Background: an optimization exercise with open tools, aiming at small area, a short achievable clock period and few clock cycles. Do not read the settings as production practice. In this exercise RTL edits were held to simulation tests only and were not proved equivalent to the original. Power figures rest on the tool's default switching activity, not on a simulated workload.

==> flow/flow/run.sh <==
#!/bin/bash
# Own layout flow: the standard ORFS flow (standard.sh), with two changes:
#  - ports are buffered with sky130_fd_sc_hd__buf_1 instead of the default
#    delay-cell buffer (every port still gets its own buffer);
#  - yosys does not extract half/full adder cells, so ABC maps that logic too.
# Everything else (synthesis script, floorplan, power grid, taps, CTS,
# routing) is the standard flow. Each step's full log stays in orfs/logs/.
set -euo pipefail
export BUFFER_PORTS_ARGS="-buffer_cell sky130_fd_sc_hd__buf_1"
export ADDER_MAP_FILE=
bash standard.sh > flow_make.log 2>&1
==> flow/constraint.sdc <==
create_clock -name core_clock -period 5.0 [get_ports {clk}]
set_input_delay 1.0000 -clock core_clock [delete_from_list [all_inputs] [get_ports {clk}]]
set_output_delay 1.0000 -clock core_clock [all_outputs]
set_load 0.01 [all_outputs]
==> flow/design.v <==
module fb_codec (
    input  wire        clk,
    input  wire        rst,           
    input  wire        cmd_valid,
    output wire        cmd_ready,
    input  wire [7:0]  cmd_op,
    input  wire [15:0] cmd_len,
    input  wire [31:0] cmd_arg,
    input  wire [6:0]  req_flags,
    input  wire [63:0] req_addr,
    input  wire [15:0] req_rcount,
    input  wire [15:0] req_cid,
    input  wire [31:0] req_delay,
    input  wire        in_valid,
    output wire        in_ready,
    input  wire [7:0]  in_data,
    output wire        out_valid,
    input  wire        out_ready,
    output wire [7:0]  out_data,
    output wire        res_valid,
    input  wire        res_ready,
    output wire [7:0]  res_code,
    output wire [31:0] res_data
);
    localparam [1:0] M_PACK = 2'd0, M_UNPACK = 2'd1, M_CRC = 2'd2, M_CHECK = 2'd3;
    reg        pv;
    reg        p_zero, p_str, p_hdr, p_pay, p_len1, p_len2, p_f3, p_f4;
    reg [1:0]  p_mode;
    reg [20:0] acc;
    reg [21:0] n;              
    reg        emode;           
    reg        okp, oku;        
    reg        ce;              
    reg [15:0] in_rem;          
    reg        rem0, rem1, rem2;
    reg        ob;              
    reg [1:0]  imode, nmode;    
    reg        first;           
    reg        in_rdy, cmd_rdy;
    reg [7:0]  crc, cb;
    reg        cfin, cfin_chk;
    reg [16:0] oc;              
    reg        hdr;             
    reg [3:0]  hp;              
    reg        hl;              
    reg [7:0]  hbyte;           
    reg        out_v;
    reg [7:0]  out_d;
    reg        res_pend, res_v;
    reg [1:0]  hacc;            
    reg        hout;            
    reg [22:0] rdata;
    reg [2:0]  rcode;
    function [7:0] crcf(input [7:0] c, input [7:0] b);
        integer k;
        reg [7:0] r;
        begin
            r = c;
            for (k = 0; k < 8; k = k + 1)
                r = (r[0] ^ b[k]) ? ((r >> 1) ^ 8'h8C) : (r >> 1);
            crcf = r;
        end
    endfunction
    function [15:0] incr(input [15:0] x);
        integer i, j;
        reg c;
        begin
            for (i = 0; i < 16; i = i + 1) begin
                c = 1'b1;
                for (j = 0; j < i; j = j + 1) c = c & x[j];
                incr[i] = x[i] ^ c;
            end
        end
    endfunction
    function [15:0] decr(input [15:0] x);
        integer i, j;
        reg b;
        begin
            for (i = 0; i < 16; i = i + 1) begin
                b = 1'b1;
                for (j = 0; j < i; j = j + 1) b = b & !x[j];
                decr[i] = x[i] ^ b;
            end
        end
    endfunction
    function [7:0] rawb(input [3:0] j);
        begin
            case (j)
                4'd0:  rawb = req_addr[7:0];
                4'd1:  rawb = req_addr[15:8];
                4'd2:  rawb = req_addr[23:16];
                4'd3:  rawb = req_addr[31:24];
                4'd4:  rawb = req_addr[39:32];
                4'd5:  rawb = req_addr[47:40];
                4'd6:  rawb = req_addr[55:48];
                4'd7:  rawb = req_addr[63:56];
                4'd8:  rawb = req_rcount[7:0];
                4'd9:  rawb = req_rcount[15:8];
                4'd10: rawb = req_cid[7:0];
                4'd11: rawb = req_cid[15:8];
                4'd12: rawb = req_delay[7:0];
                4'd13: rawb = req_delay[15:8];
                4'd14: rawb = req_delay[23:16];
                default: rawb = req_delay[31:24];
            endcase
        end
    endfunction
    function [3:0] hnext(input [3:0] j, input f3);
        begin
            case (j)
                4'd0: hnext = 4'd1;   4'd1: hnext = 4'd2;   4'd2: hnext = 4'd3;
                4'd3: hnext = 4'd4;   4'd4: hnext = 4'd5;   4'd5: hnext = 4'd6;
                4'd6: hnext = 4'd7;   4'd7: hnext = f3 ? 4'd8 : 4'd12;
                4'd8: hnext = 4'd9;   4'd9: hnext = 4'd10;  4'd10: hnext = 4'd11;
                4'd11: hnext = 4'd12; 4'd12: hnext = 4'd13; 4'd13: hnext = 4'd14;
                default: hnext = 4'd15;
            endcase
        end
    endfunction
    function hislast(input [3:0] j, input f3, input f4);
        begin
            hislast = (j == 4'd15) || (j == 4'd11 && !f4) || (j == 4'd7 && !f3 && !f4);
        end
    endfunction
    function [21:0] t_em(input [21:0] q, input u);
        begin
            t_em = u ? (q >> 8) : (q >> 7);
        end
    endfunction
    function [21:0] t_ins(input [21:0] q, input u, input last);
        begin
            t_ins = 22'd0;
            if (!u & !last) t_ins = q << 8;
            if (u & !last)  t_ins = q << 7;
            if (!u & last) begin
                t_ins[14] = |q[6:0];
                t_ins[21] = |q[13:7];
            end
            if (u & last) begin
                t_ins[0]  = q[0];
                t_ins[8]  = |q[8:1];
                t_ins[16] = |q[15:9];
            end
        end
    endfunction
    function [20:0] t_put(input [7:0] b, input [14:0] oh);
        integer j, k;
        begin
            t_put = 21'd0;
            for (j = 0; j < 21; j = j + 1)
                for (k = 0; k < 8; k = k + 1)
                    if (j - k >= 0 && j - k < 15)
                        t_put[j] = t_put[j] | (b[k] & oh[j - k]);
        end
    endfunction
    function [1:0] t_nb(input [21:0] q, input u);
        begin
            t_nb = u ? {q[16], q[8]} : {1'b1, q[21]};
        end
    endfunction
    wire d_pack   = (cmd_op == 8'h01);
    wire d_unpack = (cmd_op == 8'h02);
    wire d_t14    = (cmd_op == 8'h03);
    wire d_f14    = (cmd_op == 8'h04);
    wire d_t21    = (cmd_op == 8'h05);
    wire d_crc    = (cmd_op == 8'h08);
    wire d_check  = (cmd_op == 8'h09);
    wire d_enc    = (cmd_op == 8'h10);
    wire d_nop    = (cmd_op == 8'h00);
    wire d_len0   = (cmd_len == 16'd0);
    wire d_hashdr = req_flags[2] | req_flags[3] | req_flags[4];
    wire d_pay    = req_flags[5] & !d_len0;
    wire d_hdr    = d_enc & d_hashdr;
    wire d_str    = ((d_pack | d_unpack | d_crc | d_check) & !d_len0) | (d_enc & !d_hashdr & d_pay);
    wire d_zero   = !d_hdr & !d_str;
    wire [1:0] d_mode = d_unpack ? M_UNPACK : d_crc ? M_CRC : d_check ? M_CHECK : M_PACK;
    wire d_ill    = !(d_nop | d_pack | d_unpack | d_t14 | d_f14 | d_t21 | d_crc | d_check | d_enc);
    wire [3:0] d_hfirst = req_flags[2] ? 4'd0 : req_flags[3] ? 4'd8 : 4'd12;
    wire [7:0] d_hbyte  = req_flags[2] ? req_addr[7:0] : req_flags[3] ? req_rcount[7:0] : req_delay[7:0];
    wire d_hl     = hislast(d_hfirst, req_flags[3], req_flags[4]);
    wire A      = cmd_valid & cmd_rdy;
    wire T      = in_valid & in_rdy;
    wire E      = (!out_v | out_ready) & ce;
    wire D      = res_v & res_ready;
    wire H      = hdr & ((okp & !hl) | cmd_rdy);
    wire lastb  = ob | rem1;                   
    wire m_acc  = !imode[1];                   
    wire m_u    = (imode == M_UNPACK);
    wire ins_u    = !hdr & m_u;
    wire ins_last = hdr ? !p_pay : lastb;      
    wire Ipos     = H | (in_rdy & m_acc);      
    wire I        = H | (T & m_acc);           
    wire lastpos  = hdr ? (hl & !p_pay) : lastb;
    wire [21:0] n_m  = t_em(n, emode);
    reg  [6:0]  umask;
    integer     uk, un;
    always @* begin
        for (uk = 0; uk < 7; uk = uk + 1) begin
            umask[uk] = 1'b0;
            for (un = 1; un < 16; un = un + 1)
                if ((un % 8) >= 1 && (un % 8) <= 7 - uk) umask[uk] = umask[uk] | n[un];
        end
        if (!lastb) umask = 7'b1111111;
    end
    wire [7:0]  ibyte = hdr ? hbyte : m_u ? {1'b0, in_data[6:0] & umask} : in_data;
    wire [14:0] oh    = E ? n_m[14:0] : n[14:0];
    wire [20:0] acc_e = E ? (emode ? (acc >> 8) : (acc >> 7)) : acc;
    wire [20:0] acc_n = I ? (acc_e | t_put(ibyte, oh)) : acc_e;
    wire [21:0] ni0   = t_ins(n, ins_u, lastpos);
    wire [21:0] ni1   = t_ins(n_m, ins_u, lastpos);
    wire [21:0] n_n   = I ? (E ? ni1 : ni0) : (E ? n_m : n);
    wire        emode_n = I ? ins_u : emode;
    function t_ce(input [21:0] q, input u);
        begin
            t_ce = u ? |q[21:8] : |q[21:7];
        end
    endfunction
    wire        ce_n  = I ? (E ? t_ce(ni1, ins_u) : t_ce(ni0, ins_u))
                          : (E ? t_ce(n_m, emode) : ce);
    wire [1:0]  inc   = ins_u ? ((n[0] | n[8]) ? 2'd0 : 2'd1)
                              : ((n[0] | n[7]) ? 2'd2 : 2'd1);
    wire        oc_c1 = inc[1] | (inc[0] & oc[0]);
    wire [15:0] oc_hi = incr(oc[16:1]);
    wire [16:0] oc_i  = {oc_c1 ? oc_hi : oc[16:1], oc[0] ^ inc[0]};
    wire [1:0]  nb    = E ? t_nb(ni1, ins_u) : t_nb(ni0, ins_u);
    wire [21:0] ub0   = Ipos ? ni0 : n;
    wire [21:0] ub1   = Ipos ? ni1 : n_m;
    wire        emp   = Ipos ? ins_u : emode;      
    wire        z0    = !Ipos & n[0];
    wire        z1    = !Ipos & n_m[0];
    wire        okp0  = (|ub0[13:0]) & (!emp | z0);
    wire        okp1  = (|ub1[13:0]) & (!emp | z1);
    wire        oku0  = (|ub0[14:0]) & (emp | z0);
    wire        oku1  = (|ub1[14:0]) & (emp | z1);
    wire        okp_n = E ? okp1 : okp0;
    wire        oku_n = E ? oku1 : oku0;
    wire [7:0] crc_u = crcf(crc, cb);
    wire fin_ins  = I & ins_last & (!hdr | hl);
    wire fin_zero = A & p_zero;
    wire fin      = fin_ins | fin_zero | cfin;
    wire acc_str = A & (p_str | p_hdr);            
    wire load    = acc_str & (p_str | p_pay);
    wire now     = !ob & (rem0 | T);               
    reg  [15:0] in_rem_n;
    reg         rem0_n, rem1_n, rem2_n, ob_n;
    reg  [1:0]  imode_n, nmode_n;
    always @* begin
        in_rem_n = in_rem; rem0_n = rem0; rem1_n = rem1; rem2_n = rem2; ob_n = ob;
        imode_n = imode; nmode_n = nmode;
        if (load) begin
            in_rem_n = cmd_len; rem0_n = 1'b0; rem1_n = p_len1; rem2_n = p_len2;
            nmode_n  = p_mode;
            if (now) imode_n = p_mode;
            else     ob_n = 1'b1;
        end else if (T) begin
            if (ob) begin
                ob_n = 1'b0; imode_n = nmode;
            end else begin
                in_rem_n = decr(in_rem);
                rem0_n   = rem1;
                rem1_n   = rem2;
                rem2_n   = (in_rem == 16'd3);
            end
        end
    end
    wire cfinpos = in_rdy & imode[1] & lastb;
    wire finpos  = (Ipos & lastpos) | cfin;
    wire slot_n  = (!res_pend | D) & !finpos & !cfinpos;
    wire x_has  = ob | !rem0 & !(rem1 & T);
    wire x_ob   = ob & !T;                       
    wire [1:0] x_mode = (ob & T) ? nmode : imode;
    wire x_last = x_ob | (ob & T ? rem1 : (T ? rem2 : rem1));
    wire x_acc  = x_mode[1] | (x_mode[0] ? oku_n : okp_n);
    wire in_x   = x_has & x_acc & (!x_last | slot_n);
    wire y_ob   = !now;
    wire [1:0] y_mode = y_ob ? imode : p_mode;
    wire y_last = y_ob | p_len1;
    wire y_acc  = y_mode[1] | (y_mode[0] ? oku_n : okp_n);
    wire in_y   = y_acc & (!y_last | slot_n);
    wire in_rdy_n = load ? in_y : (!A & in_x);
    wire pv_n    = cmd_valid & !A;
    wire free_n  = !ob & (rem0 | (rem1 & T));
    wire hdr_n   = pv_n & d_hdr & free_n;
    wire hl_n    = H ? hislast(hnext(hp, p_f3), p_f3, p_f4) : hdr ? hl : d_hl;
    wire z_zero  = !ob & rem0 & !cfin & (!res_pend | D);
    wire z_str   = !ob & (rem0 | rem1 | (rem2 & T));
    wire z_hdr   = free_n & hl_n & okp_n & (d_pay | slot_n);
    wire cmd_rdy_n = pv_n & (d_zero ? z_zero : d_str ? z_str : z_hdr);
    wire res_pend_n = fin | (res_pend & !D);
    wire res_v_n    = fin_zero | cfin | (res_v & !D) |
                      (!res_v & res_pend & (hacc == 2'd0) & (E | !hout | out_ready));
    reg [22:0] rdata_n;
    reg [2:0]  rcode_n;
    always @* begin
        if (cfin) begin
            if (cfin_chk) begin
                rdata_n = {6'd0, crc == cb, crc, cb};
                rcode_n = (crc == cb) ? 3'b000 : 3'b100;
            end else begin
                rdata_n = {15'd0, crc_u};
                rcode_n = 3'b000;
            end
        end else if (cmd_rdy & p_zero) begin
            rdata_n = {d_t21 ? cmd_arg[20:14] : 7'd0, 1'b0,
                       d_t21 ? cmd_arg[13:8] : 6'd0, (d_t14 | d_t21) & cmd_arg[7],
                       d_f14 & cmd_arg[8], (d_t14 | d_f14 | d_t21) ? cmd_arg[6:0] : 7'd0};
            rcode_n = d_ill ? 3'b001 : (d_check & d_len0) ? 3'b011 : 3'b000;
        end else begin
            rdata_n = {6'd0, oc_i};
            rcode_n = 3'b000;
        end
    end
    wire [1:0] hacc_n = fin_ins ? nb : (E & (hacc != 2'd0)) ? {hacc[1] & hacc[0], !hacc[0]} : hacc;
    wire       hout_n = fin_ins ? (E | (out_v & !out_ready)) :
                        E ? (hacc != 2'd0) : (hout & !out_ready);
    always @(posedge clk) begin
        if (E) out_d <= emode ? acc[7:0] : {1'b0, acc[6:0]};
        if (!res_pend) begin
            rdata <= rdata_n;
            rcode <= rcode_n;
        end
        hp       <= H ? hnext(hp, p_f3) : hdr ? hp : d_hfirst;
        hbyte    <= H ? rawb(hnext(hp, p_f3)) : hdr ? hbyte : d_hbyte;
        hl       <= hl_n;
        in_rem   <= in_rem_n;
        nmode    <= nmode_n;
        if (T & imode[1]) begin
            crc <= first ? 8'd0 : crc_u;
            cb  <= in_data;
        end
        cfin_chk <= imode[0];
        p_zero <= d_zero;  p_str <= d_str;  p_hdr <= d_hdr;  p_pay <= d_pay;
        p_len1 <= (cmd_len == 16'd1);  p_len2 <= (cmd_len == 16'd2);
        p_f3   <= req_flags[3];  p_f4 <= req_flags[4];  p_mode <= d_mode;
        if (rst) begin
            pv       <= 1'b0;
            hdr      <= 1'b0;
            acc      <= 21'd0;
            n        <= 22'd1;
            emode    <= 1'b0;
            ce       <= 1'b0;
            okp      <= 1'b1;
            oku      <= 1'b1;
            rem0     <= 1'b1;
            rem1     <= 1'b0;
            rem2     <= 1'b0;
            ob       <= 1'b0;
            imode    <= M_PACK;
            first    <= 1'b1;
            in_rdy   <= 1'b0;
            cmd_rdy  <= 1'b0;
            cfin     <= 1'b0;
            oc       <= 17'd0;
            out_v    <= 1'b0;
            res_pend <= 1'b0;
            res_v    <= 1'b0;
            hacc     <= 2'd0;
            hout     <= 1'b0;
        end else begin
            pv       <= pv_n;
            hdr      <= hdr_n;
            acc      <= acc_n;
            n        <= n_n;
            emode    <= emode_n;
            ce       <= ce_n;
            okp      <= okp_n;
            oku      <= oku_n;
            rem0     <= rem0_n;
            rem1     <= rem1_n;
            rem2     <= rem2_n;
            ob       <= ob_n;
            imode    <= imode_n;
            first    <= T ? lastb : first;
            in_rdy   <= in_rdy_n;
            cmd_rdy  <= cmd_rdy_n;
            cfin     <= T & imode[1] & lastb;
            oc       <= fin_ins ? 17'd0 : I ? oc_i : oc;
            out_v    <= E | (out_v & !out_ready);
            res_pend <= res_pend_n;
            res_v    <= res_v_n;
            hacc     <= hacc_n;
            hout     <= hout_n;
        end
    end
    assign cmd_ready = cmd_rdy;
    assign in_ready  = in_rdy;
    assign out_valid = out_v;
    assign out_data  = out_d;
    assign res_valid = res_v;
    assign res_code  = {5'd0, rcode};
    assign res_data  = {9'd0, rdata};
endmodule
==> flow/config.mk <==
export PLATFORM = sky130hd
export DESIGN_NAME = fb_codec
export DESIGN_NICKNAME = fb_codec
export VERILOG_FILES = /design/flow/design.v
export SDC_FILE = /design/flow/constraint.sdc
export NUM_CORES = 4
export LEC_CHECK = 0
export CAP_MARGIN = 20
export CORE_MARGIN = 2
export CORE_UTILIZATION = 60
export CTS_BUF_LIST = sky130_fd_sc_hd__clkbuf_4 sky130_fd_sc_hd__clkbuf_8
export PLACE_DENSITY = 0.75
export SETUP_SLACK_MARGIN = 2.5
export SLEW_MARGIN = 20
==> flow/standard.sh <==
#!/bin/bash
# synth_recipe.tcl (not shown) runs the flow's synth.tcl, then flattens the netlist and writes it again
# the make line also repeats each setting of config.mk as NAME=value (left out here)
make -C /OpenROAD-flow-scripts/flow DESIGN_CONFIG=/design/flow/config.mk WORK_HOME=/design/flow/orfs CLKGATE_MAP_FILE= SYNTH_SCRIPT=/design/flow/synth_recipe.tcl "${@:-finish}"
==> results of run 1 <==
-- kinds of logic after synthesis --
logic type	share of synthesized area, %
buffers and inverters	5.37
muxes	7.48
other	0.0326
and+or+nand+nor	19.1
AOI/OAI and AO/OA	25.9
xor gates and xnor gates	5.08
DFF	36.9
-- final cells by class --
type                    instances  area, um^2
flip-flops and latches        172        4280
repair buffers                278        1280
inverters                      22         103
fillers                      1535        5200
repair inverters                1        8.76
clock inverters                15         226
well taps                     234         293
clock buffers                  17         234
multi-input cells            1063        7150
-- final timing paths --
check                         from                 to
max              n[4]$_SDFFE_PP0P_  acc[7]$_SDFF_PP0_
min          imode[0]$_SDFFE_PP0P_   cfin_chk$_DFF_P_
max reg2reg      n[4]$_SDFFE_PP0P_  acc[7]$_SDFF_PP0_
min reg2reg  imode[0]$_SDFFE_PP0P_   cfin_chk$_DFF_P_
-- timing repair --
item | 4_1_cts | 5_1_grt
buffers inserted | 18 | 16
gates cloned | 5 | 1
endpoints found under the setup margin | 86 | 90
gates resized for setup | 44 | 62
pin swaps | 11 | 15
-- placed cells by master (no fill, tap or decap), drive strengths merged, types with 21 or more instances in the layout --
master,count
a21oi,86
a221oi,24
a22oi,45
buf,275
dfxtp,92
edfxtp,80
inv,29
mux2,21
mux2i,60
nand2,124
nand3,30
nor2,154
nor3,35
o21ai,106
xnor2,44
-- flip-flops by register name, summed over array words and instances (netlist names), 8 cells and up --
signal  flops
acc        21
cb          8
crc         8
hbyte       8
in_rem     16
n          22
oc         17
out_d       8
rdata      23
-- power groups by stage --
| stage | sequential, W | clock, W | combinational [W] |
|---|---|---|---|
| floorplan | 0.00154 | 0 | 0.000140 |
| global route | 0.00150 | 0.00118 | 0.000298 |
| finish | 0.00150 | 0.00112 | 0.000276 |
| detailed placement | 0.00154 | 0 | 0.000244 |
| CTS | 0.00150 | 0.00113 | 0.000258 |
| global placement | 0.00154 | 0 | 0.000242 |
-- through the flow --
step	instance area, um^2	util [%]	std cells
2_1_floorplan	11600	-	1367
3_3_place_gp	12300	65.8	1729
3_5_place_dp	12400	65.9	1730
4_1_cts	13200	70.2	1785
5_1_grt	13600	72.3	1802
6_report	13600	72.3	1802
-- metal layers --
| metal | vias up | global-route usage, % | wire (um) |
|---|---|---|---|
| li1 | 5505 | - | - |
| met1 | 5576 | 47.1 | 14600 |
| met2 | 846 | 61.7 | 17800 |
| met3 | 162 | 7.47 | 4220 |
| met4 | 0 | 14.5 | 1620 |
| met5 | - | 0 | 0 |
-- worst max-delay path, stage by stage, from the launching register on --
cell and delay, ns:
dfxtp_1 0.39, or4_4 0.55, or4_4 0.46, o41ai_4 0.24, buf_6 0.18, o21ai_4 0.14, a221oi_2 0.27, a221oi_1 0.13
==> flow_metrics.env, run 1 <==
export IMPL_rsz0062_at_grt="yes"
export IMPL_drive_above_1_share_pct=13.3
export IMPL_grt_pass1_wl_mm=59.0
export IMPL_yosys_most_used_dff="dfxtp_1"
export IMPL_diodes=0
export IMPL_pre_cts_ws_ns=1.51
export IMPL_numClockSinks=172
export IMPL_reg2reg_setup_slack_ns=2.44
export IMPL_ant_nets=0
export IMPL_grt_max_degree=50
export IMPL_cts_buffers_inserted=17
export IMPL_power_w=0.00290
export IMPL_cts_tree="yes"
export IMPL_ys_seq_area_share_pct=36.9
export IMPL_pwr_share_clk_pct=38.7
export IMPL_synthDistinctLibCells=82
export IMPL_routedWlPerCell_um=21.2
export IMPL_synth_edff_count=80
export IMPL_synth_area_leader_cell="edfxtp_1"
export IMPL_intPower_w=0.00211
export IMPL_p_switching_w=0.000783
export IMPL_leakage_nw=4.53
export IMPL_tns_ns=0
export IMPL_clk_pin_slew_ns=0.11
export IMPL_finalHoldViolations=0
export IMPL_clk_path_buf_depth=2
export IMPL_die_h_um=142
export IMPL_vias=12100
export IMPL_port_buffers=228
export IMPL_syn_area_um2=11500
export IMPL_whs_path_depth=0
export IMPL_drv_slew=0
export IMPL_yosysMostFrequentCell="nor2_1"
export IMPL_hp_class="reg -> reg"
export IMPL_drv_cap=0
export IMPL_yosys_area_top_type_share_pct=20.9
export IMPL_remaining_drc_errors=0
export IMPL_nets=1760
export IMPL_synthTopCellsByArea="edfxtp_1, dfxtp_1, mux2i_1, nor2_1, o21ai_0"
export IMPL_cp_required_ns=5.28
export IMPL_grt_pass1_vias=11100
export IMPL_syn_to_final_growth_pct=18.1
export IMPL_ys_warnings_count=1
export IMPL_end_kind="flop"
export IMPL_tightestPinTransition_ns=1.17
export IMPL_slew_headroom_pct=21.9
export IMPL_die_area_um2=20300
export IMPL_worst_slack_ns=2.44
export IMPL_synth_seq_cells=172
export IMPL_p_seq_share_pct=51.8
export IMPL_synth_common_cells="nor2_1, nand2_1, o21ai_0"
export IMPL_comb_power_share_pct=9.5
export IMPL_synthesis_instances=1354
export IMPL_grt_overflow=0
export IMPL_status="finished clean"
export IMPL_reg2reg_depth=7
export IMPL_dr_pass1_iters=8
export IMPL_hold_buffers=0
export IMPL_post_route_min_period_ns=2.56
export IMPL_clock_skew_ns=0.0232
export IMPL_crit_arrival_ns=2.84
export IMPL_place_congestion=0.972
export IMPL_setup_viol=0
export IMPL_clock_latency_ns=0.48
export IMPL_synth_area_per_cell_um2=8.48
export IMPL_async_reset_ff_share_pct=0
export IMPL_drt_iter0_drc=1479
export IMPL_root_buffer="clkbuf_8"
export IMPL_dieWidth_um=142
export IMPL_drt_total_wl_mm=38.2
export IMPL_ir_drop_v=0.000141
export IMPL_via_per_inst=6.71
export IMPL_fmax_mhz=390
export IMPL_worstSetupPathType="reg -> reg"
export IMPL_hold_ws_ns=0.439
export IMPL_p_sw_share_pct=27.0
export IMPL_placementRows=50
export IMPL_power_density_nw_per_um2=213
export IMPL_period_share_pct=51.2
export IMPL_dpl_hpwl_mm=25.6
export IMPL_core_area_um2=18800
export IMPL_cts_htree_levels=4
export IMPL_antenna_found_initial=0
export IMPL_initial_core_util_pct=61.2
export IMPL_io_pins=257
export IMPL_critPathMaxFanout=8
export IMPL_cp_start_kind="flop"
export IMPL_grt_usage_pct=36.9
Testbench counts, summed over its fixed seeds: cycles 30,555.
==> run 2, diff against run 1 <==
==> flow/config.mk (replaced) <==
export PLATFORM = sky130hd
export DESIGN_NAME = fb_codec
export DESIGN_NICKNAME = fb_codec
export VERILOG_FILES = /design/flow/design.v
export SDC_FILE = /design/flow/constraint.sdc
export NUM_CORES = 4
export LEC_CHECK = 0
export ABC_AREA = 1
export CAP_MARGIN = 20
export CORE_MARGIN = 2
export CORE_UTILIZATION = 40
export CTS_BUF_LIST = sky130_fd_sc_hd__clkbuf_4 sky130_fd_sc_hd__clkbuf_8
export PLACE_DENSITY = 0.6
export SETUP_SLACK_MARGIN = 2.8
export SLEW_MARGIN = 20
==> run 2 against run 1 <==
  * Global-route usage fell by 9.1 points
  * Die area rose by 43%
  * Clock skew fell by 0.0023 ns
  * Largest power group unchanged
==> flow_metrics.env, run 2 <==
export IMPL_async_reset_ff_share_pct=0
export IMPL_nets=2138
export IMPL_clock_skew_ns=0.0209
export IMPL_remaining_drc_errors=0
export IMPL_die_h_um=170
export IMPL_largest_registers="rdata (23), n (22), acc (21)"
export IMPL_placementRows=60
export IMPL_die_area_um2=29100
export IMPL_clock_latency_ns=0.47
export IMPL_initial_core_util_pct=40.9
export IMPL_rsz0062_at_grt="yes"
export IMPL_routedWlPerCell_um=18.4
export IMPL_fin_util_pct=57.1
export IMPL_place_congestion=0.974
export IMPL_pwr_share_clk_pct=37.6
export IMPL_mostFrequentLayoutCell="nand2_1"
export IMPL_ir_drop_v=0.000142
export IMPL_cts_htree_levels=4
export IMPL_synthesis_instances=1582
export IMPL_tightestPinTransition_ns=0.793
export IMPL_grt_usage_pct=27.9
export IMPL_drv_cap=0
export IMPL_synth_area_per_cell_um2=7.01
export IMPL_grt_pass1_wl_mm=63.3
export IMPL_setup_viol=0
export IMPL_cts_buffers_inserted=17
export IMPL_synthDistinctLibCells=57
export IMPL_tns_ns=0
export IMPL_leakage_nw=6.10
export IMPL_end_kind="flop"
export IMPL_finalHoldViolations=0
export IMPL_status="finished clean"
export IMPL_core_area_um2=27100
export IMPL_port_buffers=228
export IMPL_fill_cells=2565
export IMPL_hold_start="acc[1]$_SDFF_PP0_"
export IMPL_power_w=0.00288
export IMPL_hold_end="out_d[1]$_DFFE_PP_"
export IMPL_yosys_most_used_dff="dfxtp_1"
export IMPL_ant_nets=0
export IMPL_syn_to_final_growth_pct=39.7
export IMPL_dr_pass1_iters=7
export IMPL_drv_slew=0
export IMPL_comb_power_share_pct=10.4
export IMPL_root_buffer="clkbuf_8"
export IMPL_via_per_inst=5.59
export IMPL_cts_tree="yes"
export IMPL_synthTopCellsByArea="edfxtp_1, dfxtp_1, nand2_1, nor2_1, inv_1"
export IMPL_synth_common_cells="nand2_1, nor2_1, inv_1"
export IMPL_antenna_found_initial=0
export IMPL_post_route_min_period_ns=2.46
export IMPL_drive_above_1_share_pct=24.6
export IMPL_reg2reg_setup_slack_ns=2.54
export IMPL_drt_total_wl_mm=42.7
export IMPL_intPower_w=0.00212
export IMPL_ys_seq_area_share_pct=38.3
export IMPL_largest_reg_flops=23
export IMPL_numClockSinks=172
export IMPL_worstSetupPathType="reg -> reg"
export IMPL_clk_path_buf_depth=2
export IMPL_cp_start_kind="flop"
export IMPL_slew_headroom_pct=46.9
export IMPL_p_switching_w=0.000757
export IMPL_power_density_nw_per_um2=186
export IMPL_diodes=0
export IMPL_io_pins=257
export IMPL_dieWidth_um=170
export IMPL_synth_area_leader_cell="edfxtp_1"
export IMPL_clk_pin_slew_ns=0.10
export IMPL_syn_area_um2=11100
export IMPL_fmax_mhz=407
export IMPL_reg2reg_depth=16
export IMPL_whs_path_depth=0
export IMPL_critPathMaxFanout=5
export IMPL_hold_buffers=0
export IMPL_reg2reg_from="hdr$_SDFF_PP0_"
export IMPL_yosysMostFrequentCell="nand2_1"
export IMPL_drt_iter0_drc=1515
export IMPL_synth_seq_cells=172
export IMPL_p_sw_share_pct=26.3
export IMPL_synth_edff_count=80
export IMPL_yosys_area_top_type_share_pct=21.7
export IMPL_grt_overflow=0
export IMPL_hp_class="reg -> reg"
export IMPL_mostFrequentLayoutCells="nand2_1, buf_1, nor2_1"
export IMPL_dpl_hpwl_mm=29.5
export IMPL_top_register="rdata"
export IMPL_crit_arrival_ns=2.65
export IMPL_period_share_pct=49.2
export IMPL_vias=13000
export IMPL_grt_max_degree=40
export IMPL_p_seq_share_pct=52.0
export IMPL_cp_required_ns=5.19
export IMPL_ys_warnings_count=1
export IMPL_rr_endpoint="rdata[6]$_DFFE_PN_"
export IMPL_grt_pass1_vias=12000
[run 2: cell types whose count changed in the layout (fill, tap and decap cells not counted), moves of 19 or more]
cell and delta:
xnor2_1 -30, a22oi_1 -36, mux2i_1 -59, nor3_1 -19, inv_1 +115, buf_4 +72
nand2_1 +214, nand3_1 +33, mux2_2 -19, buf_6 +19, nor2_4 +27, inv_2 +33
nor2b_1 -19
[run 2: cell type report]
type	count	area (um^2)	share of cell area, %
multi-input combinational	1165	7110	45.9
sequential	172	4270	27.6
timing repair buffer	385	2410	15.5
inverter	190	797	5.15
tap	372	465	3.01
clock buffer	20	263	1.70
clock inverter	12	160	1.03
timing repair inverter	2	15.0	0.0970
[run 2: logic make-up (layout without fill, tap and decap cells)]
logic type / Yosys count / after routing / share of synthesized area [%]
XOR/XNOR: 30 / 30 / 2.37
AO/OA/AOI/OAI: 404 / 405 / 22.3
buffers and inverters: 259 / 609 / 9.54
flip-flops: 172 / 172 / 38.3
other: 1 / 14 / 0.0338
AND/OR/NAND/NOR: 716 / 716 / 27.5
[run 2: critical path, stage by stage, from the launching register on]
cell        delay [ns]
dfxtp_4           0.37
clkinvlp_4        0.14
nand3_4           0.16
o21ai_4           0.15
nand3_4           0.11
nand2_4           0.09
buf_6             0.09
buf_6             0.09
buf_6             0.10
nand2_4           0.04
nor2_4            0.16
nand2_4           0.08
nor2_4            0.13
nand2_1           0.08
xor2_1            0.17
nand2_1           0.10
o2111ai_1         0.12
[run 2: worst max path at each step]
stage	slack, ns	startpoint	end
after floorplan	2.68	cmd_op[5]	cmd_rdy$_SDFF_PP0_
after global placement	1.64	hdr$_SDFF_PP0_	in_rdy$_SDFF_PP0_
after detailed placement	1.61	hdr$_SDFF_PP0_	in_rdy$_SDFF_PP0_
after CTS	2.59	hdr$_SDFF_PP0_	rdata[16]$_DFFE_PN_
after global routing	2.45	in_rem[1]$_DFFE_PP_	in_rem[15]$_DFFE_PP_
final	2.54	hdr$_SDFF_PP0_	rdata[6]$_DFFE_PN_
[run 2: power groups by stage]
stage | registers, W | clock network [W] | logic (W)
after floorplan | 0.00154 | 0 | 0.000122
after global placement | 0.00153 | 0 | 0.000242
after detailed placement | 0.00153 | 0 | 0.000240
after CTS | 0.00150 | 0.00110 | 0.000258
after global routing | 0.00150 | 0.00115 | 0.000323
final | 0.00150 | 0.00108 | 0.000299
[run 2: timing repair]
item | CTS | global route
cloned | 5 | 3
pin swaps | 37 | 49
resized for setup | 177 | 216
endpoints found under the setup margin | 130 | 103
setup buffers | 81 | 61
[run 2: per-stage QoR]
stage               cells  setup WS [ns]  hold slack [ns]  area, um^2
floorplan            1595           2.68            0.401       11400
global placement     2136           1.64            0.415       12400
detailed placement   2136           1.61            0.412       12400
CTS                  2254           2.59            0.437       14200
global route         2318           2.45            0.454       15500
finish               2318           2.54            0.439       15500
[run 2: routing by layer]
layer	wire (um)	track usage, %
met1	17000	34.5
met2	20700	48.3
met3	3240	4.07
met4	1780	12.0
met5	0	0
==> run 3, diff against run 2 <==
--- a/flow/config.mk
+++ b/flow/config.mk
@@ -11,5 +11,5 @@
 export CORE_UTILIZATION = 40
 export CTS_BUF_LIST = sky130_fd_sc_hd__clkbuf_4 sky130_fd_sc_hd__clkbuf_8
 export PLACE_DENSITY = 0.6
-export SETUP_SLACK_MARGIN = 2.8
+export SETUP_SLACK_MARGIN = 2.6
 export SLEW_MARGIN = 20
==> run 3 against run 2 <==
  * Still clean on timing, DRC and antenna
  * Utilization fell by 6.4 points
  * Synthesized cell count did not move
  * Maximum frequency rose by 2.5%
  * Clock skew rose by 0.0041 ns
  * Cell area fell by 11%
  * Via count fell by 5.2%
  * Critical endpoint is now in_rem[15]$_DFFE_PP_
  * Largest power group unchanged
==> flow_metrics.env, run 3 <==
export IMPL_status="finished clean"
export IMPL_slew_headroom_pct=32.2
export IMPL_synth_common_cells="nand2_1, nor2_1, inv_1"
export IMPL_grt_pass1_wl_mm=61.5
export IMPL_largest_reg_flops=23
export IMPL_async_reset_ff_share_pct=0
export IMPL_worstSetupPathType="reg -> reg"
export IMPL_dieWidth_um=170
export IMPL_largest_registers="rdata (23), n (22), acc (21)"
export IMPL_fill_cells=2744
export IMPL_core_area_um2=27100
export IMPL_drv_slew=0
export IMPL_die_h_um=170
export IMPL_met1_usage_pct=32.9
export IMPL_yosysMostFrequentCell="nand2_1"
export IMPL_vias=12300
export IMPL_via_per_inst=5.51
export IMPL_drive_above_1_share_pct=13.0
export IMPL_cts_buffers_inserted=17
export IMPL_grt_pass1_vias=11300
export IMPL_antenna_found_initial=0
export IMPL_syn_area_um2=11100
export IMPL_place_congestion=0.965
export IMPL_fin_cells=2233
export IMPL_synthDistinctLibCells=57
export IMPL_ir_drop_v=0.000149
export IMPL_dpl_hpwl_mm=30.6
export IMPL_setup_viol=0
export IMPL_numClockSinks=172
export IMPL_grt_overflow=0
export IMPL_whs_path_depth=0
export IMPL_synth_area_leader_cell="edfxtp_1"
export IMPL_reg2reg_depth=18
export IMPL_ys_seq_area_share_pct=38.3
export IMPL_post_route_min_period_ns=2.40
export IMPL_critPathMaxFanout=4
export IMPL_hold_start="acc[1]$_SDFF_PP0_"
export IMPL_finalHoldViolations=0
export IMPL_grt_max_degree=40
export IMPL_placementRows=60
export IMPL_hold_buffers=0
export IMPL_port_buffers=228
export IMPL_mostFrequentLayoutCells="nand2_1, buf_1, nor2_1"
export IMPL_cts_htree_levels=4
export IMPL_use_met2_pct=47.6
export IMPL_tns_ns=0
export IMPL_global_route_peak_usage_layer="met2"
export IMPL_rr_endpoint="in_rem[15]$_DFFE_PP_"
export IMPL_clk_path_buf_depth=2
export IMPL_rsz0062_at_grt="yes"
export IMPL_grt_usage_pct=27.4
export IMPL_syn_to_final_growth_pct=24.0
export IMPL_synth_edff_count=80
export IMPL_clock_skew_ns=0.0249
export IMPL_clock_latency_ns=0.48
export IMPL_cp_required_ns=5.22
export IMPL_hold_ws_ns=0.447
export IMPL_drt_iter0_drc=1191
export IMPL_fin_util_pct=50.7
export IMPL_io_pins=257
export IMPL_pre_cts_ws_ns=1.57
export IMPL_root_buffer="clkbuf_8"
export IMPL_die_area_um2=29100
export IMPL_drt_total_wl_mm=41.3
export IMPL_power_density_nw_per_um2=204
export IMPL_tightestPinTransition_ns=1.02
export IMPL_period_share_pct=48.0
export IMPL_top_register="rdata"
export IMPL_remaining_drc_errors=0
export IMPL_drv_cap=0
export IMPL_synthesis_instances=1582
export IMPL_cts_tree="yes"
export IMPL_cp_start_kind="flop"
export IMPL_clk_pin_slew_ns=0.11
export IMPL_reg2reg_from="in_rem[0]$_DFFE_PP_"
export IMPL_routedWlPerCell_um=18.5
export IMPL_initial_core_util_pct=40.9
export IMPL_use_met3_pct=4.28
export IMPL_nets=2052
export IMPL_yosys_area_top_type_share_pct=21.7
export IMPL_ys_warnings_count=1
export IMPL_mostFrequentLayoutCell="nand2_1"
export IMPL_synthTopCellsByArea="edfxtp_1, dfxtp_1, nand2_1, nor2_1, inv_1"
export IMPL_yosys_most_used_dff="dfxtp_1"
export IMPL_synth_area_per_cell_um2=7.01
export IMPL_hp_class="reg -> reg"
export IMPL_worst_slack_ns=2.60
export IMPL_dr_pass1_iters=6
export IMPL_end_kind="flop"
export IMPL_reg2reg_setup_slack_ns=2.60
export IMPL_fmax_mhz=417
export IMPL_synth_seq_cells=172
export IMPL_crit_arrival_ns=2.63
export IMPL_ant_nets=0
export IMPL_hold_end="out_d[1]$_DFFE_PP_"
export IMPL_dp_cells=2136
export IMPL_leakage_nw=5.38
[run 3: changes by cell type in the layout (fill, tap and decap cells not counted), moves of 14 or more]
| cell | previous run | this run |
|---|---|---|
| inv_2 | 33 | 19 |
| nor2_4 | 28 | 11 |
| nor2_1 | 162 | 178 |
| buf_4 | 114 | 56 |
| a21oi_1 | 84 | 99 |
| inv_1 | 135 | 160 |
| nand2_1 | 334 | 354 |
| buf_6 | 26 | 6 |
| o21ai_0 | 80 | 103 |
[run 3: power breakdown]
part	total, W	switching [W]	internal [W]
Sequential	0.00150	0.0000104	0.00149
Combinational	0.000263	0.000177	0.0000865
Clock	0.00105	0.000579	0.000470
Total	0.00281	0.000766	0.00204
[run 3: layout make-up]
| type | instances | area (um^2) | share of cell area (%) |
|---|---|---|---|
| Tap cell | 372 | 465 | 3.39 |
| Clock inverter | 14 | 168 | 1.22 |
| Clock buffer | 18 | 241 | 1.76 |
| Timing Repair Buffer | 300 | 1580 | 11.5 |
| Antenna cell | 1 | 2.50 | 0.0182 |
| Sequential cell | 172 | 4260 | 31.0 |
| Timing Repair inverter | 2 | 12.5 | 0.0911 |
| Multi-Input combinational cell | 1164 | 6270 | 45.6 |
| Inverter | 190 | 743 | 5.41 |
[run 3: repair_timing]
item / in CTS / in global routing
hold endpoints to repair: 0 / 0
pin swaps: 6 / 20
resized for setup: 73 / 99
cloned: 3 / 3
endpoints found under the setup margin: 87 / 85
setup buffers: 22 / 36
[run 3: through the flow]
stage          area, um^2  total power, W
5_1_grt             13700         0.00291
3_5_place_dp        12200         0.00178
3_3_place_gp        12200         0.00178
4_1_cts             13100         0.00282
6_report            13700         0.00281
2_1_floorplan       11200         0.00166
[run 3: logic make-up (layout without fill, tap and decap cells)]
family | after synthesis | in the layout | share of synthesized area [%]
buf+inv | 259 | 524 | 9.54
compound gates | 404 | 404 | 22.3
flops | 172 | 172 | 38.3
xor+xnor | 30 | 30 | 2.37
simple gates | 716 | 716 | 27.5
other cells | 1 | 15 | 0.0338
[run 3: worst max path at each step]
stage / from / to / slack, ns / depth (start not counted)
global placement: out_ready / acc[15]$_SDFF_PP0_ / 1.60 / 13
finish: in_rem[0]$_DFFE_PP_ / in_rem[15]$_DFFE_PP_ / 2.60 / 18
CTS: out_ready / ce$_SDFFE_PP0P_ / 2.56 / 12
global route: emode$_SDFFE_PP0N_ / in_rdy$_SDFF_PP0_ / 2.42 / 20
floorplan: out_ready / acc[10]$_SDFF_PP0_ / 2.60 / 12
detailed placement: out_ready / acc[15]$_SDFF_PP0_ / 1.57 / 13
[run 3: critical path, stage by stage, from the launching register on]
cell and delay [ns]:
edfxtp_1 0.41, nor2_1 0.14, inv_2 0.05, or2_4 0.24, nor2_4 0.08, inv_2 0.04
or2_4 0.25, nor2_4 0.12, nand2_4 0.07, nor2_4 0.12, inv_2 0.06, nor2_4 0.09
inv_2 0.06, nor2_4 0.09, nand2_2 0.09, nor2_2 0.10, inv_2 0.05, nand2_1 0.05
a21oi_1 0.06
[run 3: routing by layer]
| layer | up-vias | part of all wire, % |
|---|---|---|
| met2 | 619 | 48 |
| met4 | 0 | 4.7 |
| li1 | 5913 | - |
| met3 | 96 | 6.8 |
| met1 | 5667 | 40 |
| met5 | - | 0 |
==> run 4, diff against run 3 <==
--- a/flow/config.mk
+++ b/flow/config.mk
@@ -11,5 +11,5 @@
 export CORE_UTILIZATION = 40
 export CTS_BUF_LIST = sky130_fd_sc_hd__clkbuf_4 sky130_fd_sc_hd__clkbuf_8
 export PLACE_DENSITY = 0.6
-export SETUP_SLACK_MARGIN = 2.6
+export SETUP_SLACK_MARGIN = 2.3
 export SLEW_MARGIN = 20
==> run 4 against run 3 <==
  * Sequential share of layout area is 2.0 points higher
  * Combinational power decreased by 8.4%
  * Largest power group unchanged
  * Clock skew is 0.0056 ns lower
  * Routed wire length is 10% lower
  * Total power is 1.4% lower
  * Global-route usage shrank 2.0 points
  * First-iteration DRC count is 6.3% higher
  * Synthesized cell count is the same
  * Via count is 3.9% lower
  * Final cell count decreased by 1.9%
==> flow_metrics.env, run 4 <==
export IMPL_mostFrequentLayoutCells="nand2_1, buf_1, nor2_1"
export IMPL_synthDistinctLibCells=57
export IMPL_port_buffers=228
export IMPL_clk_pin_slew_ns=0.10
export IMPL_post_route_min_period_ns=2.60
export IMPL_synthesis_instances=1582
export IMPL_cp_top_family="compound AO/OA/AOI/OAI gates"
export IMPL_antenna_found_initial=0
export IMPL_yosysMostFrequentCell="nand2_1"
export IMPL_comb_power_share_pct=8.7
export IMPL_syn_to_final_growth_pct=16.4
export IMPL_io_pins=257
export IMPL_synth_edff_count=80
export IMPL_yosys_most_used_dff="dfxtp_1"
export IMPL_synthTopCellsByArea="edfxtp_1, dfxtp_1, nand2_1, nor2_1, inv_1"
export IMPL_critPathMostFrequentCell="nand2_1"
export IMPL_end_kind="flop"
export IMPL_hold_buffers=0
export IMPL_tightestPinTransition_ns=1.03
export IMPL_critPathMaxFanout=46
export IMPL_worstSetupPathType="in -> reg"
export IMPL_pwr_share_clk_pct=37.2
export IMPL_whs_path_depth=0
export IMPL_drive_above_1_share_pct=7.15
export IMPL_yosys_area_top_type_share_pct=21.7
export IMPL_dpl_hpwl_mm=28.2
export IMPL_numClockSinks=172
export IMPL_fmax_mhz=384
export IMPL_dr_pass1_iters=6
export IMPL_ys_seq_area_share_pct=38.3
export IMPL_p_sw_share_pct=26.1
export IMPL_cp_start_kind="input pin"
export IMPL_cp_required_ns=5.35
export IMPL_synth_common_cells="nand2_1, nor2_1, inv_1"
export IMPL_critPathLaunch="out_ready"
export IMPL_synth_top_family_by_area="simple AND/OR/NAND/NOR gates"
export IMPL_routedWlPerCell_um=17.0
export IMPL_hold_start="imode[0]$_SDFFE_PP0P_"
export IMPL_die_area_um2=29100
export IMPL_critical_path_buf_inv_count=3
export IMPL_grt_pass1_vias=11000
export IMPL_period_share_pct=52.0
export IMPL_place_congestion=0.949
export IMPL_cpPeakStageDelay_ns=0.35
export IMPL_dr_wl_met2_mm=17.6
export IMPL_synth_compound_area_share_pct=22.3
export IMPL_ys_warnings_count=1
export IMPL_finalHoldViolations=0
export IMPL_rr_endpoint="acc[7]$_SDFF_PP0_"
export IMPL_crit_path_top_delay_cell="a21oi_2"
export IMPL_clk_path_buf_depth=2
export IMPL_setup_viol=0
export IMPL_slew_headroom_pct=31.0
export IMPL_largest_registers="rdata (23), n (22), acc (21)"
export IMPL_status="finished clean"
export IMPL_p_switching_w=0.000723
export IMPL_grt_usage_pct=25.4
export IMPL_p_seq_share_pct=54.1
export IMPL_hold_end="cfin_chk$_DFF_P_"
export IMPL_clock_latency_ns=0.46
export IMPL_root_buffer="clkbuf_8"
export IMPL_placementRows=60
export IMPL_largest_reg_flops=23
export IMPL_mostFrequentLayoutCell="nand2_1"
export IMPL_initial_core_util_pct=40.9
export IMPL_synthAdderAreaFrac_pct=0
export IMPL_grt_overflow=0
export IMPL_muxShareOfSynthArea_pct=0
export IMPL_synth_area_per_cell_um2=7.01
export IMPL_synth_xor_area_share_pct=2.37
export IMPL_synth_seq_cells=172
export IMPL_drv_slew=0
export IMPL_drt_iter0_drc=1266
export IMPL_crit_chain="buf_1, inv_1, nand2_1, nand2_2, buf_12, nor2_1, a21oi_2, o22ai_1, a221oi_1, nand2_1, o21ai_0, a21oi_1"
export IMPL_top_register="rdata"
export IMPL_syn_area_um2=11100
export IMPL_wl_met3_mm=2.38
export IMPL_tns_ns=0
export IMPL_ir_drop_v=0.000164
export IMPL_grt_pass1_wl_mm=58.1
export IMPL_core_area_um2=27100
export IMPL_cts_buffers_inserted=17
export IMPL_async_reset_ff_share_pct=0
export IMPL_reg2reg_depth=12
export IMPL_ant_nets=0
export IMPL_reg2reg_from="n[7]$_SDFFE_PP0P_"
export IMPL_yosys_area_share_simple_pct=27.5
export IMPL_drv_cap=0
export IMPL_grt_max_degree=47
export IMPL_reg2reg_setup_slack_ns=2.40
export IMPL_clock_skew_ns=0.0193
export IMPL_power_density_nw_per_um2=215
export IMPL_diodes=0
export IMPL_intPower_w=0.00205
export IMPL_dieWidth_um=170
export IMPL_cts_tree="yes"
export IMPL_vias=11800
export IMPL_drt_total_wl_mm=37.2
export IMPL_leakage_nw=5.01
export IMPL_crit_arrival_ns=2.95
export IMPL_wl_met1_mm=16.5
export IMPL_via_per_inst=5.40
export IMPL_synth_area_leader_cell="edfxtp_1"
export IMPL_rsz0062_at_grt="yes"
export IMPL_cts_htree_levels=4
export IMPL_design_area_um2=12900
export IMPL_highest_layer="met4"
export IMPL_remaining_drc_errors=0
export IMPL_place_area_um2=12200
export IMPL_die_h_um=170
export IMPL_hp_class="reg -> reg"
export IMPL_nets=2011
==> run 4: per-stage QoR <==
step	total power (W)	setup slack [ns]	util [%]	hold WS, ns	cells
floorplan	0.00166	2.44	-	0.401	1595
global placement	0.00176	1.51	44.9	0.415	2135
detailed placement	0.00176	1.49	44.9	0.413	2135
CTS	0.00279	2.22	46.8	0.440	2172
global route	0.00288	2.24	47.6	0.423	2191
finish	0.00277	2.40	47.6	0.418	2191
==> run 4: worst reg2reg max path: cells and delay by family (launching register included) <==
family / cells / cell delay, ns
simple gates: 3 / 0.33
buf+inv: 3 / 0.51
flops: 1 / 0.61
compound gates: 6 / 1.09
==> run 4: power groups by stage <==
stage,clock network [W],logic [W],registers (W)
final,0.00103,0.000241,0.00150
after global routing,0.00111,0.000266,0.00150
after CTS,0.00106,0.000235,0.00150
after detailed placement,0,0.000234,0.00153
after global placement,0,0.000233,0.00153
after floorplan,0,0.000119,0.00154
==> run 4: worst max-delay path by stage <==
stage	cells past startpoint	slack, ns	end
finish	12	2.40	acc[12]$_SDFF_PP0_
global placement	11	1.51	acc[12]$_SDFF_PP0_
detailed placement	11	1.49	acc[12]$_SDFF_PP0_
CTS	15	2.22	in_rdy$_SDFF_PP0_
floorplan	11	2.44	acc[12]$_SDFF_PP0_
global route	11	2.24	oc[10]$_SDFFE_PP0N_
==> run 4: metal layers <==
| metal | vias to the layer above | global-route usage, % |
|---|---|---|
| li1 | 5836 | - |
| met4 | 0 | 7.13 |
| met2 | 512 | 43.6 |
| met3 | 48 | 3.67 |
| met5 | - | 0 |
| met1 | 5425 | 33.3 |
==> run 4: cells by family after synthesis <==
| kind of cell | after synthesis |
|---|---|
| other cells | 1 |
| xor+xnor | 30 |
| flops | 172 |
| buf+inv | 259 |
| simple gates | 716 |
| compound gates | 404 |
==> run 4: area by class of cell <==
class,count,area [um^2]
clock buffer,19,255
clock inverter,13,153
fill,2865,14200
inverter,190,741
multi-input combinational,1164,5920
sequential,172,4250
tap,372,465
timing repair buffer,259,1100
timing repair inverter,2,10.0
==> run 4: what timing repair did <==
action | 4_1_cts | 5_1_grt
pin swaps | 0 | 2
endpoints found under the setup margin | 67 | 69
resized for setup | 25 | 31
buffers inserted | 4 | 18
cloned | 1 | 1
==> run 5, diff against run 4 <==
--- a/flow/config.mk
+++ b/flow/config.mk
@@ -11,5 +11,6 @@
 export CORE_UTILIZATION = 40
 export CTS_BUF_LIST = sky130_fd_sc_hd__clkbuf_4 sky130_fd_sc_hd__clkbuf_8
 export PLACE_DENSITY = 0.6
-export SETUP_SLACK_MARGIN = 2.3
+export SETUP_SLACK_MARGIN = 2.5
 export SLEW_MARGIN = 20
+export TNS_END_PERCENT = 10
==> run 5 against run 4 <==
  * Still clean
  * Maximum frequency up 2.2%
  * Total power fell by 1.1%
  * Combinational power barely moved
  * Area after synthesis stayed put
  * Non-clock buffer count up 4
==> flow_metrics.env, run 5 <==
export IMPL_status="finished clean"
export IMPL_core_area_um2=27100
export IMPL_mostFrequentLayoutCells="nand2_1, buf_1, nor2_1"
export IMPL_remaining_drc_errors=0
export IMPL_io_pins=257
export IMPL_nets=2013
export IMPL_dieWidth_um=170
export IMPL_power_density_nw_per_um2=211
export IMPL_placementRows=60
export IMPL_dp_cells=2136
export IMPL_mostFrequentLayoutCell="nand2_1"
export IMPL_tns_ns=0
export IMPL_synth_seq_cells=172
export IMPL_clock_skew_ns=0.0264
export IMPL_cts_htree_levels=4
export IMPL_initial_core_util_pct=40.9
export IMPL_clock_latency_ns=0.49
export IMPL_dpl_hpwl_mm=28.6
export IMPL_drt_total_wl_mm=37.3
export IMPL_largest_registers="rdata (23), n (22), acc (21)"
export IMPL_fin_util_pct=48.0
export IMPL_die_area_um2=29100
export IMPL_drive_above_1_share_pct=8.07
export IMPL_syn_area_um2=11100
export IMPL_vias=11800
export IMPL_cts_buffers_inserted=17
export IMPL_clk_pin_slew_ns=0.12
export IMPL_synthDistinctLibCells=57
export IMPL_hp_class="reg -> reg"
export IMPL_port_buffers=228
export IMPL_reg2reg_depth=11
export IMPL_largest_reg_flops=23
export IMPL_critPathMaxFanout=8
export IMPL_period_share_pct=50.9
export IMPL_antenna_found_initial=0
export IMPL_drt_iter0_drc=1083
export IMPL_async_reset_ff_share_pct=0
export IMPL_whs_path_depth=0
export IMPL_dr_pass1_iters=5
export IMPL_cts_tree="yes"
export IMPL_synth_common_cells="nand2_1, nor2_1, inv_1"
export IMPL_synth_area_per_cell_um2=7.01
export IMPL_hold_buffers=0
export IMPL_ant_nets=0
export IMPL_cp_start_kind="input pin"
export IMPL_clk_path_buf_depth=2
export IMPL_ys_warnings_count=1
export IMPL_numClockSinks=172
export IMPL_via_per_inst=5.40
export IMPL_cp_required_ns=5.31
export IMPL_syn_to_final_growth_pct=17.4
export IMPL_yosysMostFrequentCell="nand2_1"
export IMPL_synth_area_leader_cell="edfxtp_1"
export IMPL_worstSetupPathType="in -> reg"
export IMPL_place_congestion=0.954
export IMPL_grt_max_degree=47
export IMPL_grt_pass1_wl_mm=58.7
export IMPL_hold_ws_ns=0.422
export IMPL_ir_drop_v=0.000141
export IMPL_grt_overflow=0
export IMPL_setup_viol=0
export IMPL_end_kind="flop"
export IMPL_post_route_min_period_ns=2.54
export IMPL_fin_cells=2193
export IMPL_leakage_nw=5.05
export IMPL_power_w=0.00274
export IMPL_drv_cap=0
export IMPL_routedWlPerCell_um=17.0
export IMPL_fmax_mhz=393
export IMPL_slew_headroom_pct=31.7
export IMPL_tightestPinTransition_ns=1.02
export IMPL_synthesis_instances=1582
export IMPL_diodes=0
export IMPL_synthTopCellsByArea="edfxtp_1, dfxtp_1, nand2_1, nor2_1, inv_1"
export IMPL_die_h_um=170
export IMPL_yosys_area_top_type_share_pct=21.7
export IMPL_grt_pass1_vias=11000
export IMPL_crit_arrival_ns=2.86
export IMPL_rsz0062_at_grt="yes"
export IMPL_finalHoldViolations=0
export IMPL_grt_usage_pct=25.5
export IMPL_synth_edff_count=80
export IMPL_top_register="rdata"
export IMPL_yosys_most_used_dff="dfxtp_1"
export IMPL_ys_seq_area_share_pct=38.3
export IMPL_root_buffer="clkbuf_8"
export IMPL_drv_slew=0
==> run 5: cell families (layout without fill, tap and decap cells) <==
family	count (synthesis)	after routing	synth area share, %
buf+inv	259	485	9.54
compound gates	404	404	22.3
other cells	1	14	0.0338
xor+xnor	30	30	2.37
simple gates	716	716	27.5
flops	172	172	38.3
==> run 5: final timing paths <==
path,endpoint,slack (ns),startpoint
hold / removal,out_d[5]$_DFFE_PP_,0.42,acc[5]$_SDFF_PP0_
setup reg to reg,acc[6]$_SDFF_PP0_,2.47,n[11]$_SDFFE_PP0P_
setup / recovery,rdata[9]$_DFFE_PN_,2.46,cmd_op[5]
hold reg to reg,out_d[5]$_DFFE_PP_,0.42,acc[5]$_SDFF_PP0_
==> run 5: metal layers <==
metal / vias to the layer above / part of all wire (%) / track usage [%]
met4: 0 / 2.1 / 7.92
met1: 5467 / 45 / 33.3
li1: 5824 / - / -
met5: - / 0 / 0
met2: 486 / 48 / 44.0
met3: 56 / 5.5 / 3.19
==> run 5: metrics by stage <==
| stage | area, um^2 | worst slack (ns) |
|---|---|---|
| 2_1_floorplan | 11100 | 2.48 |
| 3_3_place_gp | 12200 | 1.56 |
| 3_5_place_dp | 12200 | 1.54 |
| 4_1_cts | 12700 | 2.39 |
| 5_1_grt | 13000 | 2.35 |
| 6_report | 13000 | 2.46 |
==> run 5: area by class of cell <==
| class | count | area, um^2 |
|---|---|---|
| clock buffers | 18 | 241 |
| clock inverters | 14 | 154 |
| fillers | 2830 | 14100 |
| inverters | 190 | 742 |
| multi-input cells | 1164 | 6000 |
| flip-flops and latches | 172 | 4260 |
| well taps | 372 | 465 |
| repair buffers | 263 | 1160 |
==> run 5: critical path: stages <==
cell      delay, ns
buf_1          0.07
nor3_1         0.30
inv_1          0.09
nor2_1         0.14
inv_1          0.08
nor2_1         0.12
nand2_1        0.11
nor2_1         0.49
nand3_1        0.12
a21boi_0       0.15
o21ai_0        0.17
==> run 5: where the power goes <==
part	switching [W]	total [W]	internal [W]
Combinational	0.000158	0.000240	0.0000820
Sequential	0.0000102	0.00150	0.00149
Clock	0.000583	0.00100	0.000420
==> run 5: what timing repair did <==
item	in CTS	in global routing
pin swaps	1	4
gates resized for setup	35	57
endpoints found under the setup margin	77	84
cloned	0	0
endpoints found under the hold margin	0	0
setup buffers	7	18
==> run 6, diff against run 5 <==
--- a/flow/config.mk
+++ b/flow/config.mk
@@ -11,6 +11,6 @@
 export CORE_UTILIZATION = 40
 export CTS_BUF_LIST = sky130_fd_sc_hd__clkbuf_4 sky130_fd_sc_hd__clkbuf_8
 export PLACE_DENSITY = 0.6
-export SETUP_SLACK_MARGIN = 2.5
+export SETUP_SLACK_MARGIN = 2.7
 export SLEW_MARGIN = 20
 export TNS_END_PERCENT = 10
==> run 6 against run 5 <==
  * Sequential power hardly changed
  * Die area is the same
  * Combinational power increased by 8.7%
  * Register-to-register slack gained 0.10 ns
  * Via count grew 2.3%
  * Worst setup slack improved by 0.019 ns
  * Global-route usage rose by 2.4 points
  * Count of clock-buffer cells in the layout shrank 1
  * Critical endpoint is now ce$_SDFFE_PP0P_
  * Clock power rose by 5%
  * Cell area is 3.6% higher
  * Sequential share of layout area fell by 1.1 points
  * First-iteration DRC count is 28% higher
==> flow_metrics.env, run 6 <==
export IMPL_power_w=0.00281
export IMPL_yosys_area_share_simple_pct=27.5
export IMPL_tns_ns=0
export IMPL_initial_core_util_pct=40.9
export IMPL_muxShareOfSynthArea_pct=0
export IMPL_synth_top_family_by_area="simple AND/OR/NAND/NOR gates"
export IMPL_power_density_nw_per_um2=208
export IMPL_end_kind="flop"
export IMPL_fill_cells=2752
export IMPL_pwr_share_clk_pct=37.4
export IMPL_grt_overflow=0
export IMPL_crit_path_top_delay_cell="a211oi_2"
export IMPL_ant_nets=0
export IMPL_intPower_w=0.00201
export IMPL_seq_area_um2=4260
export IMPL_syn_to_final_growth_pct=21.6
export IMPL_cts_buffers_inserted=17
export IMPL_nets=2039
export IMPL_grt_pass1_wl_mm=62.4
export IMPL_drt_iter0_drc=1388
export IMPL_synthesis_instances=1582
export IMPL_synthTopCellsByArea="edfxtp_1, dfxtp_1, nand2_1, nor2_1, inv_1"
export IMPL_synth_compound_area_share_pct=22.3
export IMPL_mostFrequentLayoutCells="nand2_1, buf_1, nor2_1"
export IMPL_status="finished clean"
export IMPL_mostFrequentLayoutCell="nand2_1"
export IMPL_drive_above_1_share_pct=11.2
export IMPL_clock_latency_ns=0.47
export IMPL_leakage_nw=5.23
export IMPL_yosysMostFrequentCell="nand2_1"
export IMPL_rr_endpoint="rdata[2]$_DFFE_PN_"
export IMPL_syn_area_um2=11100
export IMPL_comb_power_share_pct=9.3
export IMPL_ys_seq_area_share_pct=38.3
export IMPL_synthAdderAreaFrac_pct=0
export IMPL_slew_headroom_pct=33.5
export IMPL_reg2reg_from="cb[1]$_DFFE_PP_"
export IMPL_hp_class="reg -> reg"
export IMPL_synth_xor_area_share_pct=2.37
export IMPL_p_switching_w=0.000800
export IMPL_synthDistinctLibCells=57
export IMPL_p_sw_share_pct=28.5
export IMPL_clock_skew_ns=0.0208
export IMPL_cp_start_kind="input pin"
export IMPL_p_seq_share_pct=53.3
export IMPL_fmax_mhz=396
export IMPL_whs_path_depth=0
export IMPL_via_per_inst=5.45
export IMPL_grt_usage_pct=27.9
export IMPL_critical_path_buf_inv_count=4
export IMPL_drt_total_wl_mm=41.0
export IMPL_finalHoldViolations=0
export IMPL_root_buffer="clkbuf_8"
export IMPL_reg2reg_setup_slack_ns=2.57
export IMPL_dpl_hpwl_mm=31.4
export IMPL_numClockSinks=172
export IMPL_hold_start="acc[4]$_SDFF_PP0_"
export IMPL_placementRows=60
export IMPL_die_h_um=170
export IMPL_critPathMostFrequentCell="nand3_1"
export IMPL_diodes=0
export IMPL_routedWlPerCell_um=18.5
export IMPL_grt_max_degree=41
export IMPL_ys_warnings_count=1
export IMPL_cpPeakStageDelay_ns=0.30
export IMPL_tightestPinTransition_ns=0.997
export IMPL_synth_seq_cells=172
export IMPL_cts_htree_levels=4
export IMPL_io_pins=257
export IMPL_die_area_um2=29100
export IMPL_port_buffers=228
export IMPL_cts_tree="yes"
export IMPL_synth_area_per_cell_um2=7.01
export IMPL_crit_arrival_ns=2.88
export IMPL_worstSetupPathType="in -> reg"
export IMPL_drv_cap=0
export IMPL_drv_slew=0
export IMPL_synth_common_cells="nand2_1, nor2_1, inv_1"
export IMPL_vias=12100
export IMPL_async_reset_ff_share_pct=0
export IMPL_hold_end="out_d[4]$_DFFE_PP_"
export IMPL_largest_reg_flops=23
export IMPL_dr_pass1_iters=6
export IMPL_top_register="rdata"
export IMPL_grt_pass1_vias=11400
export IMPL_critPathMaxFanout=5
export IMPL_remaining_drc_errors=0
export IMPL_multiInputGateArea_um2=6190
export IMPL_synth_edff_count=80
export IMPL_antenna_found_initial=0
export IMPL_pre_cts_ws_ns=1.54
export IMPL_clk_pin_slew_ns=0.11
export IMPL_period_share_pct=50.5
export IMPL_setup_viol=0
export IMPL_reg2reg_depth=8
export IMPL_largest_registers="rdata (23), n (22), acc (21)"
export IMPL_crit_chain="buf_1, inv_1, nand2_2, nand2_4, clkinvlp_4, buf_4, a211oi_2, nand3b_1, nor4_4, nand3_1, nand3_1, nand2_1"
export IMPL_clk_path_buf_depth=2
export IMPL_rsz0062_at_grt="yes"
export IMPL_ir_drop_v=0.000176
export IMPL_place_congestion=0.991
export IMPL_yosys_most_used_dff="dfxtp_1"
export IMPL_dieWidth_um=170
export IMPL_cp_top_family="simple AND/OR/NAND/NOR gates"
export IMPL_post_route_min_period_ns=2.53
export IMPL_cp_required_ns=5.36
export IMPL_core_area_um2=27100
export IMPL_synth_area_leader_cell="edfxtp_1"
export IMPL_worst_slack_ns=2.47
export IMPL_yosys_area_top_type_share_pct=21.7
-- run 6: cell counts after synthesis --
No cell type changed its count.
-- run 6: final cells by class --
class / count / share of cell area [%]
multi-input cells: 1164 / 45.9
flip-flops and latches: 172 / 31.6
repair buffers: 286 / 10.2
inverters: 190 / 5.55
well taps: 372 / 3.45
clock buffers: 17 / 1.74
clock inverters: 15 / 1.41
repair inverters: 3 / 0.148
-- run 6: per-stage QoR --
| stage | instances | hold WS (ns) | utilization, % | cell area, um^2 |
|---|---|---|---|---|
| floorplan | 1595 | 0.401 | - | 11200 |
| global placement | 2139 | 0.413 | 45.2 | 12200 |
| detailed placement | 2139 | 0.414 | 45.2 | 12200 |
| CTS | 2190 | 0.443 | 48.0 | 13000 |
| global route | 2219 | 0.456 | 49.7 | 13500 |
| finish | 2219 | 0.439 | 49.7 | 13500 |
-- run 6: what timing repair did --
action                     4_1_cts  5_1_grt
resized for setup               64       63
setup endpoints to repair      122      127
hold buffers                     0        0
pin swaps                        4       14
gates cloned                     4        0
buffers inserted                15       29
-- run 6: worst max path at each step --
stage                   startpoint            endpoint  slack, ns  depth (start not counted)
2_1_floorplan            cmd_op[5]  cmd_rdy$_SDFF_PP0_       2.59                         11
4_1_cts        hp[0]$_SDFFCE_PN0P_  hbyte[0]$_DFFE_PP_       2.53                          9
5_1_grt         n[11]$_SDFFE_PP0P_   in_rdy$_SDFF_PP0_       2.38                         16
3_5_place_dp             out_ready  acc[12]$_SDFF_PP0_       1.54                         12
6_report                 out_ready     ce$_SDFFE_PP0P_       2.47                         12
3_3_place_gp             out_ready  acc[12]$_SDFF_PP0_       1.54                         12
-- run 6: worst register-to-register path, stage by stage, from the launching register on --
cell,delay (ns)
edfxtp_1,0.42
xnor2_1,0.40
xnor2_1,0.14
or2_0,0.21
nand2_1,0.10
xor2_1,0.33
xor2_1,0.26
xor2_1,0.27
o21ai_1,0.08
-- run 6: cells by family (layout without fill, tap and decap cells) --
group / after synthesis / after routing
AND/OR/NAND/NOR: 716 / 716
other: 1 / 14
buffers and inverters: 259 / 511
flip-flops: 172 / 172
AO/OA/AOI/OAI: 404 / 404
XOR/XNOR: 30 / 30
-- run 6: power by group through the flow --
stage	Sequential, W	Combinational (W)	Clock, W
after floorplan	0.00154	0.000120	0
after global placement	0.00153	0.000249	0
after detailed placement	0.00153	0.000247	0
after CTS	0.00150	0.000251	0.00108
after global routing	0.00150	0.000285	0.00113
final	0.00150	0.000261	0.00105
-- run 6: metal layers --
| metal | GRT usage (%) | wire length, um | up-vias |
|---|---|---|---|
| met5 | 0 | 0 | - |
| met4 | 14.9 | 2390 | 0 |
| met3 | 4.07 | 2760 | 113 |
| met2 | 50.1 | 20000 | 621 |
| met1 | 32.0 | 15900 | 5486 |
| li1 | - | - | 5880 |

==> re-timing with driven ports <==
How much do the figures lean on ideal ports? The routed layouts below were timed once more, with nothing changed but the port constraints.
Step 1: set_driving_cell puts a clkbuf_16 on clk and a buf_2 on each other input, an assumption about the parent block.
Step 2 adds t to the input delays and takes it off the output delays; t is the mean of the earliest and latest rising clock arrival at the registers after step 1. Input paths then give back, and output paths get back, about the clock's delay inside the block.
Slacks: ideal / step 1 / step 2; pairs: ideal / step 1.
run | t, ns | slack for setup (ns) | worst slew at a driven data input, ns
run 1 | 0.518 | 2.438 / 2.438 / 2.013 | 0.07
run 2 | 0.504 | 2.540 / 2.540 / 2.212 | 0.08
run 3 | 0.514 | 2.599 / 2.599 / 2.161 | 0.07
run 4 | 0.505 | 2.398 / 2.405 / 1.925 | 0.07
run 5 | 0.505 | 2.456 / 2.469 / 1.964 | 0.06
run 6 | 0.500 | 2.475 / 2.497 / 1.997 | 0.07
After both steps setup and hold are still met in every run listed. The setup slack of run 5, which loses most, moves by +0.013 ns with the drivers and by -0.492 ns with both steps.
